Source: an optimization exercise on an open RTL-to-GDS flow (aim: small area). Production flows keep margins and buffers that such runs may drop. In this exercise RTL edits were held to simulation tests only and were not proved equivalent to the original. Power is estimated from default activity; no workload was simulated.

File: design/flow/config.mk
export PLATFORM = sky130hd
export DESIGN_NAME = ouman_reader
export DESIGN_NICKNAME = ouman_reader
export VERILOG_FILES = /design/flow/design.v
export SDC_FILE = /design/flow/constraint.sdc
export NUM_CORES = 4
export LEC_CHECK = 0
export CAP_MARGIN = 20
export CORE_MARGIN = 2
export CORE_UTILIZATION = 40
export SLEW_MARGIN = 20
File: design/flow/constraint.sdc
create_clock -name core_clock -period 10.0 [get_ports {clk}]
set_input_delay 2.0000 -clock core_clock [delete_from_list [all_inputs] [get_ports {clk}]]
set_output_delay 2.0000 -clock core_clock [all_outputs]
set_load 0.01 [all_outputs]
File: design/flow/design.v
module ouman_reader (
    input  wire        clk,
    input  wire        rst_n,         
    input  wire        tick,          
    input  wire        start,
    input  wire [7:0]  start_id,
    output wire        busy,
    output reg         done,
    output wire [7:0]  tx_data,
    output wire        tx_valid,
    input  wire        tx_ready,
    input  wire        rx_valid,
    input  wire [7:0]  rx_data,
    output reg         rx_ovr,
    input  wire        ovr_clr,
    output reg  [2:0]  err,
    output reg  [2:0]  rtype,
    output reg  [7:0]  crcv,
    output reg  [8:0]  res_len,
    output reg  [31:0] field0,
    output reg  [31:0] field1,
    output reg  [31:0] field2,
    output reg  [31:0] field3,
    output reg  [31:0] field4,
    output reg  [31:0] field5,
    input  wire [7:0]  raw_off,
    output wire        raw_valid,
    output wire [7:0]  raw_value
);
    localparam [7:0] READ_OPCODE        = 8'h52;
    localparam [4:0] BYTE_TIMEOUT_TICKS = 5'd16;
    localparam [8:0] TERM_BIAS        = 9'd4;
    localparam integer FRAME_MAX        = 255 + TERM_BIAS;
    localparam [2:0] RX_FIFO_DEPTH    = 3'd4;
    localparam [2:0] E_NONE = 3'd0, E_TIMEOUT = 3'd1, E_PROTOCOL = 3'd2, E_CRC = 3'd3;
    localparam [2:0] T_RAW = 3'd0, T_TEMP = 3'd1, T_DEVICE = 3'd2, T_DATETIME = 3'd3,
                     T_SET1 = 3'd4, T_SET2 = 3'd5, T_INFO = 3'd6;
    localparam [1:0] S_IDLE = 2'd0, S_TX = 2'd1, S_RX = 2'd2, S_FIN = 2'd3;
    localparam [2:0] RX_IDLE = 3'd0, RX_MARKER = 3'd1, RX_HDR1 = 3'd2, RX_HDR2 = 3'd3,
                     RX_ACCUM = 3'd4, RX_COMPLETE = 3'd5, RX_ERR_PROTO = 3'd6,
                     RX_ERR_TMO = 3'd7;
    localparam integer ID_TABLE_LEN = 7;
    function [2:0] classify;
        input [7:0] id;
        reg [7:0] s [0:ID_TABLE_LEN-1];
        reg [7:0] e [0:ID_TABLE_LEN-1];
        reg [2:0] t [0:ID_TABLE_LEN-1];
        reg       found;
        integer   k;
        begin
            s[0] = 8'h01; e[0] = 8'h01; t[0] = T_DEVICE;
            s[1] = 8'h10; e[1] = 8'h10; t[1] = T_TEMP;
            s[2] = 8'h20; e[2] = 8'h2F; t[2] = T_INFO;
            s[3] = 8'h30; e[3] = 8'h05; t[3] = T_DATETIME;
            s[4] = 8'h40; e[4] = 8'h40; t[4] = T_SET1;
            s[5] = 8'h41; e[5] = 8'h41; t[5] = T_SET2;
            s[6] = 8'h28; e[6] = 8'h28; t[6] = T_TEMP;
            classify = T_RAW;
            found    = 1'b0;
            for (k = 0; k < ID_TABLE_LEN; k = k + 1) begin
                if (!found && (id == s[k] || (e[k] >= s[k] && s[k] <= id && id <= e[k]))) begin
                    classify = t[k];
                    found    = 1'b1;
                end
            end
        end
    endfunction
    function [4:0] req_len;
        input [2:0] t;
        case (t)
            T_TEMP:     req_len = 5'd2;
            T_DEVICE:   req_len = 5'd18;
            T_DATETIME: req_len = 5'd7;
            T_SET1:     req_len = 5'd22;
            T_SET2:     req_len = 5'd11;
            T_INFO:     req_len = 5'd15;
            default:    req_len = 5'd0;
        endcase
    endfunction
    reg [1:0]  state;
    reg [7:0]  cur_id;
    reg [2:0]  tx_idx;
    reg [2:0]  rx_state;
    reg [8:0]  rx_cnt;
    reg [7:0]  rx_len;
    reg [4:0]  rx_timer;
    reg [7:0]  rx_acc;        
    reg [7:0]  rx_crc_calc;   
    reg [7:0]  rx_crc_recv;   
    reg [7:0]  rx_buf [0:FRAME_MAX-1];
    reg [7:0]  fifo_mem [0:RX_FIFO_DEPTH-1];
    reg [1:0]  fifo_rd;
    reg [1:0]  fifo_wr;
    reg [2:0]  fifo_cnt;
    assign busy = (state != S_IDLE);
    reg [7:0] tx_byte;
    always @(*) begin
        case (tx_idx)
            3'd0:    tx_byte = 8'h02;
            3'd1:    tx_byte = READ_OPCODE;
            3'd2:    tx_byte = 8'h02;
            3'd3:    tx_byte = 8'h00;
            3'd4:    tx_byte = cur_id;
            default: tx_byte = READ_OPCODE + 8'h02 + 8'h00 + cur_id;
        endcase
    end
    assign tx_valid = (state == S_TX);
    assign tx_data  = (state == S_TX) ? tx_byte : 8'h00;
    wire tx_last = (state == S_TX) && tx_ready && (tx_idx == 3'd5);
    wire fifo_empty = (fifo_cnt == 3'd0);
    wire fifo_full  = (fifo_cnt == RX_FIFO_DEPTH);
    wire rx_waiting = (rx_state == RX_MARKER) || (rx_state == RX_HDR1) ||
                      (rx_state == RX_HDR2)   || (rx_state == RX_ACCUM);
    wire byte_avail = !fifo_empty || rx_valid;
    wire [7:0] rx_b = fifo_empty ? rx_data : fifo_mem[fifo_rd];
    wire take       = rx_waiting && byte_avail;
    wire bypass     = take && fifo_empty;
    wire push       = rx_valid && !fifo_full && !bypass;
    wire pop        = take && !fifo_empty;
    always @(posedge clk) begin
        if (!rst_n) begin
            fifo_rd  <= 2'd0;
            fifo_wr  <= 2'd0;
            fifo_cnt <= 3'd0;
        end else begin
            if (push) begin
                fifo_mem[fifo_wr] <= rx_data;
                fifo_wr <= fifo_wr + 2'd1;
            end
            if (pop)
                fifo_rd <= fifo_rd + 2'd1;
            fifo_cnt <= fifo_cnt + (push ? 3'd1 : 3'd0) - (pop ? 3'd1 : 3'd0);
        end
    end
    always @(posedge clk) begin
        if (!rst_n)
            rx_ovr <= 1'b0;
        else if (rx_valid && fifo_full)
            rx_ovr <= 1'b1;
        else if (ovr_clr)
            rx_ovr <= 1'b0;
    end
    wire [8:0] rx_cnt_next = rx_cnt + 9'd1;
    always @(posedge clk) begin
        if (take)
            rx_buf[rx_cnt] <= rx_b;
    end
    always @(posedge clk) begin
        if (!rst_n) begin
            rx_state    <= RX_IDLE;
            rx_cnt      <= 9'd0;
            rx_len      <= 8'd0;
            rx_timer    <= 5'd0;
            rx_acc      <= 8'd0;
            rx_crc_calc <= 8'd0;
            rx_crc_recv <= 8'd0;
        end else if (tx_last) begin
            rx_state <= RX_MARKER;
            rx_cnt   <= 9'd0;
            rx_len   <= 8'd0;
            rx_timer <= BYTE_TIMEOUT_TICKS;
            rx_acc   <= 8'd0;
        end else if (take) begin
            rx_timer <= BYTE_TIMEOUT_TICKS;
            case (rx_state)
                RX_MARKER: begin
                    if (rx_b != 8'h02) begin
                        rx_state <= RX_ERR_PROTO;
                        rx_cnt   <= 9'd0;
                    end else begin
                        rx_state <= RX_HDR1;
                        rx_cnt   <= 9'd1;
                    end
                end
                RX_HDR1: begin
                    rx_state <= RX_HDR2;
                    rx_cnt   <= 9'd2;
                    rx_acc   <= rx_acc + rx_b;
                end
                RX_HDR2: begin
                    rx_state <= RX_ACCUM;
                    rx_cnt   <= 9'd3;
                    rx_len   <= rx_b;
                    rx_acc   <= rx_acc + rx_b;
                end
                default: begin  
                    rx_cnt <= rx_cnt_next;
                    rx_acc <= rx_acc + rx_b;
                    if (rx_cnt_next >= {1'b0, rx_len} + TERM_BIAS) begin
                        rx_state    <= RX_COMPLETE;
                        rx_crc_calc <= rx_acc;
                        rx_crc_recv <= rx_b;
                    end
                end
            endcase
        end else if (rx_waiting && tick) begin
            if (rx_timer <= 5'd1) begin
                rx_state <= RX_ERR_TMO;
                rx_cnt   <= 9'd0;
            end else begin
                rx_timer <= rx_timer - 5'd1;
            end
        end else if (state == S_FIN) begin
            rx_state <= RX_IDLE;
        end
    end
    wire [2:0] cls       = classify(cur_id);
    wire [8:0] pay_len   = (rx_cnt > 9'd6) ? (rx_cnt - 9'd6) : 9'd0;
    wire       short_pl  = (pay_len < {4'd0, req_len(cls)});
    wire       crc_bad   = (rx_crc_calc != rx_crc_recv);
    reg [31:0] f0, f1, f2, f3, f4, f5;
    always @(*) begin
        f0 = 32'd0; f1 = 32'd0; f2 = 32'd0; f3 = 32'd0; f4 = 32'd0; f5 = 32'd0;
        if (!short_pl) begin
            case (cls)
                T_TEMP: begin
                    f0 = {{16{rx_buf[5][7]}}, rx_buf[5], rx_buf[6]};
                end
                T_DEVICE: begin
                    f0 = {rx_buf[8], rx_buf[7], rx_buf[6], rx_buf[5]};
                    f1 = {rx_buf[12], rx_buf[11], rx_buf[10], rx_buf[9]};
                    f2 = {24'd0, rx_buf[13]};
                    f3 = {rx_buf[17], rx_buf[16], rx_buf[15], rx_buf[14]};
                    f4 = {rx_buf[21], rx_buf[20], rx_buf[19], rx_buf[18]};
                    f5 = {24'd0, rx_buf[22]};
                end
                T_DATETIME: begin
                    f0 = {16'd0, rx_buf[5], rx_buf[6]};
                    f1 = {24'd0, rx_buf[7]};
                    f2 = {24'd0, rx_buf[8]};
                    f3 = {24'd0, rx_buf[9]};
                    f4 = {24'd0, rx_buf[10]};
                    f5 = {24'd0, rx_buf[11]};
                end
                T_SET1: begin
                    f0 = {24'd0, rx_buf[5]};
                    f1 = {24'd0, rx_buf[6]};
                    f2 = {24'd0, rx_buf[7]};
                    f3 = {24'd0, rx_buf[8]};
                    f4 = {24'd0, rx_buf[9]};
                    f5 = {24'd0, rx_buf[26]};
                end
                T_SET2: begin
                    f0 = {24'd0, rx_buf[15]};
                end
                T_INFO: begin
                    f0 = {24'd0, rx_buf[5]};
                    f1 = {24'd0, rx_buf[19]};
                end
                default: ;
            endcase
        end
    end
    always @(posedge clk) begin
        if (!rst_n) begin
            state   <= S_IDLE;
            cur_id  <= 8'd0;
            tx_idx  <= 3'd0;
            done    <= 1'b0;
            err     <= E_NONE;
            rtype   <= T_RAW;
            crcv    <= 8'd0;
            res_len <= 9'd0;
            field0  <= 32'd0;
            field1  <= 32'd0;
            field2  <= 32'd0;
            field3  <= 32'd0;
            field4  <= 32'd0;
            field5  <= 32'd0;
        end else begin
            done <= 1'b0;
            case (state)
                S_IDLE: begin
                    if (start) begin
                        cur_id <= start_id;
                        tx_idx <= 3'd0;
                        state  <= S_TX;
                    end
                end
                S_TX: begin
                    if (tx_ready) begin
                        tx_idx <= tx_idx + 3'd1;
                        if (tx_idx == 3'd5)
                            state <= S_RX;
                    end
                end
                S_RX: begin
                    if (!rx_waiting)
                        state <= S_FIN;
                end
                default: begin  
                    state <= S_IDLE;
                    done  <= 1'b1;
                    if (rx_state == RX_COMPLETE) begin
                        err     <= crc_bad ? E_CRC : (short_pl ? E_PROTOCOL : E_NONE);
                        rtype   <= cls;
                        crcv    <= rx_crc_calc;
                        res_len <= rx_cnt;
                        field0  <= f0;
                        field1  <= f1;
                        field2  <= f2;
                        field3  <= f3;
                        field4  <= f4;
                        field5  <= f5;
                    end else begin
                        err     <= (rx_state == RX_ERR_TMO) ? E_TIMEOUT : E_PROTOCOL;
                        rtype   <= T_RAW;
                        crcv    <= 8'd0;
                        res_len <= 9'd0;
                        field0  <= 32'd0;
                        field1  <= 32'd0;
                        field2  <= 32'd0;
                        field3  <= 32'd0;
                        field4  <= 32'd0;
                        field5  <= 32'd0;
                    end
                end
            endcase
        end
    end
    wire [8:0] raw_idx = 9'd5 + {1'b0, raw_off};
    assign raw_valid = !busy && (raw_idx < res_len);
    assign raw_value = raw_valid ? rx_buf[raw_idx] : 8'h00;
endmodule
File: design/flow/run.sh
#!/bin/bash
# synth_recipe.tcl (not shown) runs the flow's synth.tcl, then flattens the netlist and writes it again
# the make line also repeats each setting of config.mk as NAME=value (left out here)
make -C /OpenROAD-flow-scripts/flow DESIGN_CONFIG=/design/flow/config.mk WORK_HOME=/design/flow/orfs CLKGATE_MAP_FILE= SYNTH_SCRIPT=/design/flow/synth_recipe.tcl finish
==> key figures <==
Drt
  – Antenna-violating nets left: 0
  – Residual DRC: 0
  – Initial drt markers: 6398
  – Vias per cell: 5.81
  – Vias: 53000
  – Drt pass-1 iters: 7
  – Final WL: 265 mm
  – WL/cell: 29.0 um

Yosys
  – Ranking of synthesized cells by area: edfxtp_1 68%, mux4_2 14%, dfxtp_1 4.9%, nor2_1 1.8%, nand2_1 1.7%
  – Post-synthesis area per instance: 17.9 um^2
  – Xor and xnor area share after synthesis: 0.00456
  – Mapped Cells: 5467
  – Synth Area in Compound Gates: 0.0417
  – Seq cells post-synth: 2447
  – Mapped Area: 0.0980 mm^2
  – Top cell type's share of synthesized area: 0.677
  – Mux share of post-synthesis cell area: 0.141
  – Yosys top cell by area: edfxtp_1
  – Post-synth ARST share: 0
  – Sequential share of the synthesized area: 0.725
  – YS warnings: 4
  – Post-synth EDFFs: 2208
  – Synth Flop Type: edfxtp_1
  – Post-Synth Simple-Gate Area: 0.0565
  – Synth Area in Adders: 0.00717
  – Main combinational cell family by area after synthesis: multiplexers
  – Library cells used by synthesis: 77

Finish
  – Seq. cell area: 0.0711 mm^2
  – Syn-to-layout area delta: 14.4%
  – Final Util: 0.461
  – Layout cells sized above 1: 0.205
  – Multi-input logic area: 0.0250 mm^2
  – Final nets: 5816
  – Fill count: 20300
  – Finished Cell Area: 0.112 mm^2

Clock network
  – Clk slew on worst S/H paths: 0.05 ns
  – Maximum clock path buffer count: 4
  – CTS root buf: clkbuf_16
  – Resized cells post-CTS: 0
  – # clock sinks: 2447
  – Num CTS Buffers: 275
  – Htree depth: 5
  – CTS tree: yes
  – Skew-Pair Late Insertion Delay: 0.95 ns
  – Post-CTS Setup Bufs: 0
  – Number of hold buffers added after cts: 0

Timing
  – Hold Vio Cnt, Final: 0
  – Setup-failing EPs final: 0
  – Min Tclk post-route: 9.01 ns
  – Worst hold margin: 0.470 ns
  – Max Freq: 0.111 GHz
  – Rel. slew slack: 0.231
  – Slew Limit Fails: 0
  – TNS Setup: 0 ns
  – RSZ-0062 raised after global routing: no
  – Slew @ Worst Pin: 1.15 ns
  – Clock skew: 0.0576 ns
  – Part of the cycle the worst path needs: 0.901

Worst setup path
  – Critical Path Max Stage Delay: 0.68 ns
  – Crit path kind: input port to output port
  – Critical Path Sink Type: output port
  – Cell mode on critical path: o21a_1
  – Delay-heaviest family, CP: buffers and inverters
  – CP Max Fanout: 68
  – Setup crit start kind: input port
  – CP cell instances: buf_8, ha_4, xor2_4, inv_6, ha_1, o21a_1, o21a_1, o21a_1, o21a_1, o21ai_0, a32oi_1, buf_4, a211oi_1, clkdlybuf4s50_1
  – Slowest CP cell: a211oi_1
  – CP required: 8.00 ns
  – Critical Path AT: 7.01 ns
  – Reg2reg setup slack: 4.47 ns
  – Bufs and invs on worst path: 4

GRT
  – GRT overflow: 0
  – Global-route wire length before repair: 380 mm
  – Vias in the first global route: 52500
  – Largest net degree at the start of global routing: 179
  – Initial antenna violation count: 7
  – GRT Total Usage: 0.209

Flow run
  – Max Cap Viol: 0

Floorplanning
  – Die area: 0.249 mm^2
  – Die Width: 499 um
  – Initial Utilization: 0.403
  – Num rows: 181
  – Core region area: 0.243 mm^2
  – Die Y: 499 um
  – IO Pins: 267

Place
  – DP HPWL: 159 mm
  – Placed inst area: 0.104 mm^2
  – Port Buffers: 217
  – RePlAce Congestion: 0.843

Hold path
  – Hold crit path type: flop to flop

Power
  – Leak pwr: 35.1 nW
  – Tot Pwr: 0.0263 W
  – Power Density: 235 mW/mm^2
  – Max VDD drop: 0.264 mV

Outcome
  – Status: finished clean
## state kept, by name (all words and copies together) (netlist names), 8 cells and up, named ones only
register	flops
field4	32
field0	32
rx_crc_calc	8
field2	8
cur_id	8
rx_crc_recv	8
field3	32
rx_acc	8
rx_cnt	9
rx_len	8
field1	32
field5	8
crcv	8
fifo_mem	32
res_len	9
rx_buf	2176
## cells in the mapped netlist (all sizes together), types with 12 or more instances
master	instances
edfxtp	2208
mux4	608
nor2	466
nand2	431
dfxtp	239
buf	230
a21oi	189
nand3	168
clkbuf	165
a22oi	107
inv	59
and2	54
ha	53
nor3	51
a222oi	48
o2bb2ai	47
o21ai	45
a31oi	28
nor4	26
and3	25
xnor2	24
xor2	24
a211oi	20
a21o	16
mux2i	14
o22ai	14
nor2b	12
## power by group
| part | internal [W] | switching, W | total (W) | leakage [nW] |
|---|---|---|---|---|
| clock network | 0.00568 | 0.00394 | 0.00961 | 4.08 |
| registers | 0.0127 | 0.0000908 | 0.0128 | 21.8 |
| logic | 0.000898 | 0.00304 | 0.00393 | 9.25 |
| total | 0.0193 | 0.00706 | 0.0263 | 35.1 |
## routing by layer
layer  vias up  GRT usage  share of wire
met3       418     0.0378          0.075
met4         0     0.0706          0.033
met2      2273      0.335           0.48
met5         -          0              0
met1     28100      0.289           0.41
li1      22200          -              -
## cell families after synthesis
group | count (synthesis)
AO/OA/AOI/OAI | 551
adder cells (fa/ha/maj) | 55
buffers and inverters | 462
XOR/XNOR | 48
multiplexers | 625
flip-flops | 2447
other | 1
AND/OR/NAND/NOR | 1278
## through the flow
stage	setup WS, ns	cells
global route	0.853	9124
detailed placement	0.948	8654
global placement	0.947	8654
CTS	0.926	9119
floorplan	2.79	5515
finish	0.986	9127
## cells in the final DEF, fill, tap and decap left out, types with 49 or more instances in the layout
master              n
clkdlybuf4s50_1   215
a22oi_2            70
clkbuf_16         279
a21oi_1           187
conb_1             49
clkbuf_1           64
edfxtp_1         2208
mux4_2            608
nor2_1            463
nand3_1           164
nand2_1           418
buf_4              98
and2_1             51
clkinv_1           52
ha_1               52
dfxtp_1           239
## area by class of cell
type                    count  area share
inverters                  67     0.00276
diodes                      7    0.000156
repair buffers            333      0.0291
clock inverters           117     0.00985
clock buffers             348      0.0650
well taps                3202      0.0357
flip-flops and latches   2447       0.634
multi-input cells        2606       0.223
## path summary, 6_finish.rpt
kind,from,endpoint,cells past startpoint
max reg2reg,cur_id[2]$_SDFFE_PN0P_,field4[21]$_SDFFE_PN0P_,16
max,raw_off[0],raw_value[3],14
min reg2reg,field1[5]$_SDFFE_PN0P_,field1[5]$_SDFFE_PN0P_,2
min,field1[5]$_SDFFE_PN0P_,field1[5]$_SDFFE_PN0P_,2
## worst min-delay path, stage by stage (launching register included)
cell and delay (ns):
dfxtp_1 0.31, nand2_1 0.06, a21oi_1 0.05

[static timing again, ports no longer ideal]
The flow's constraints put no driver on any port. The routed layout listed below was extracted and timed again, unchanged, in two steps. Step 1 sets driving cells, clkbuf_16 on the clock port and buf_2 on the other inputs (assumed; they add their load-dependent delay and slew). Step 2 times the ports against the registers' clock, not the clock port: input delays grow and output delays shrink by t, the midpoint of the rising clock arrivals with the driver on. Slacks: ideal / step 1 / step 2; pairs: ideal / step 1.
t, ns: 1.005
setup WS [ns]: 0.986 / 0.868 / 0.868
worst hold slack (ns): 0.470 / 0.470 / 0.470
worst setup path after step 2: input to output
After both steps this run still meets setup and hold. For this run, drivers alone change the setup slack by -0.118 ns; drivers and shift together by -0.118 ns.
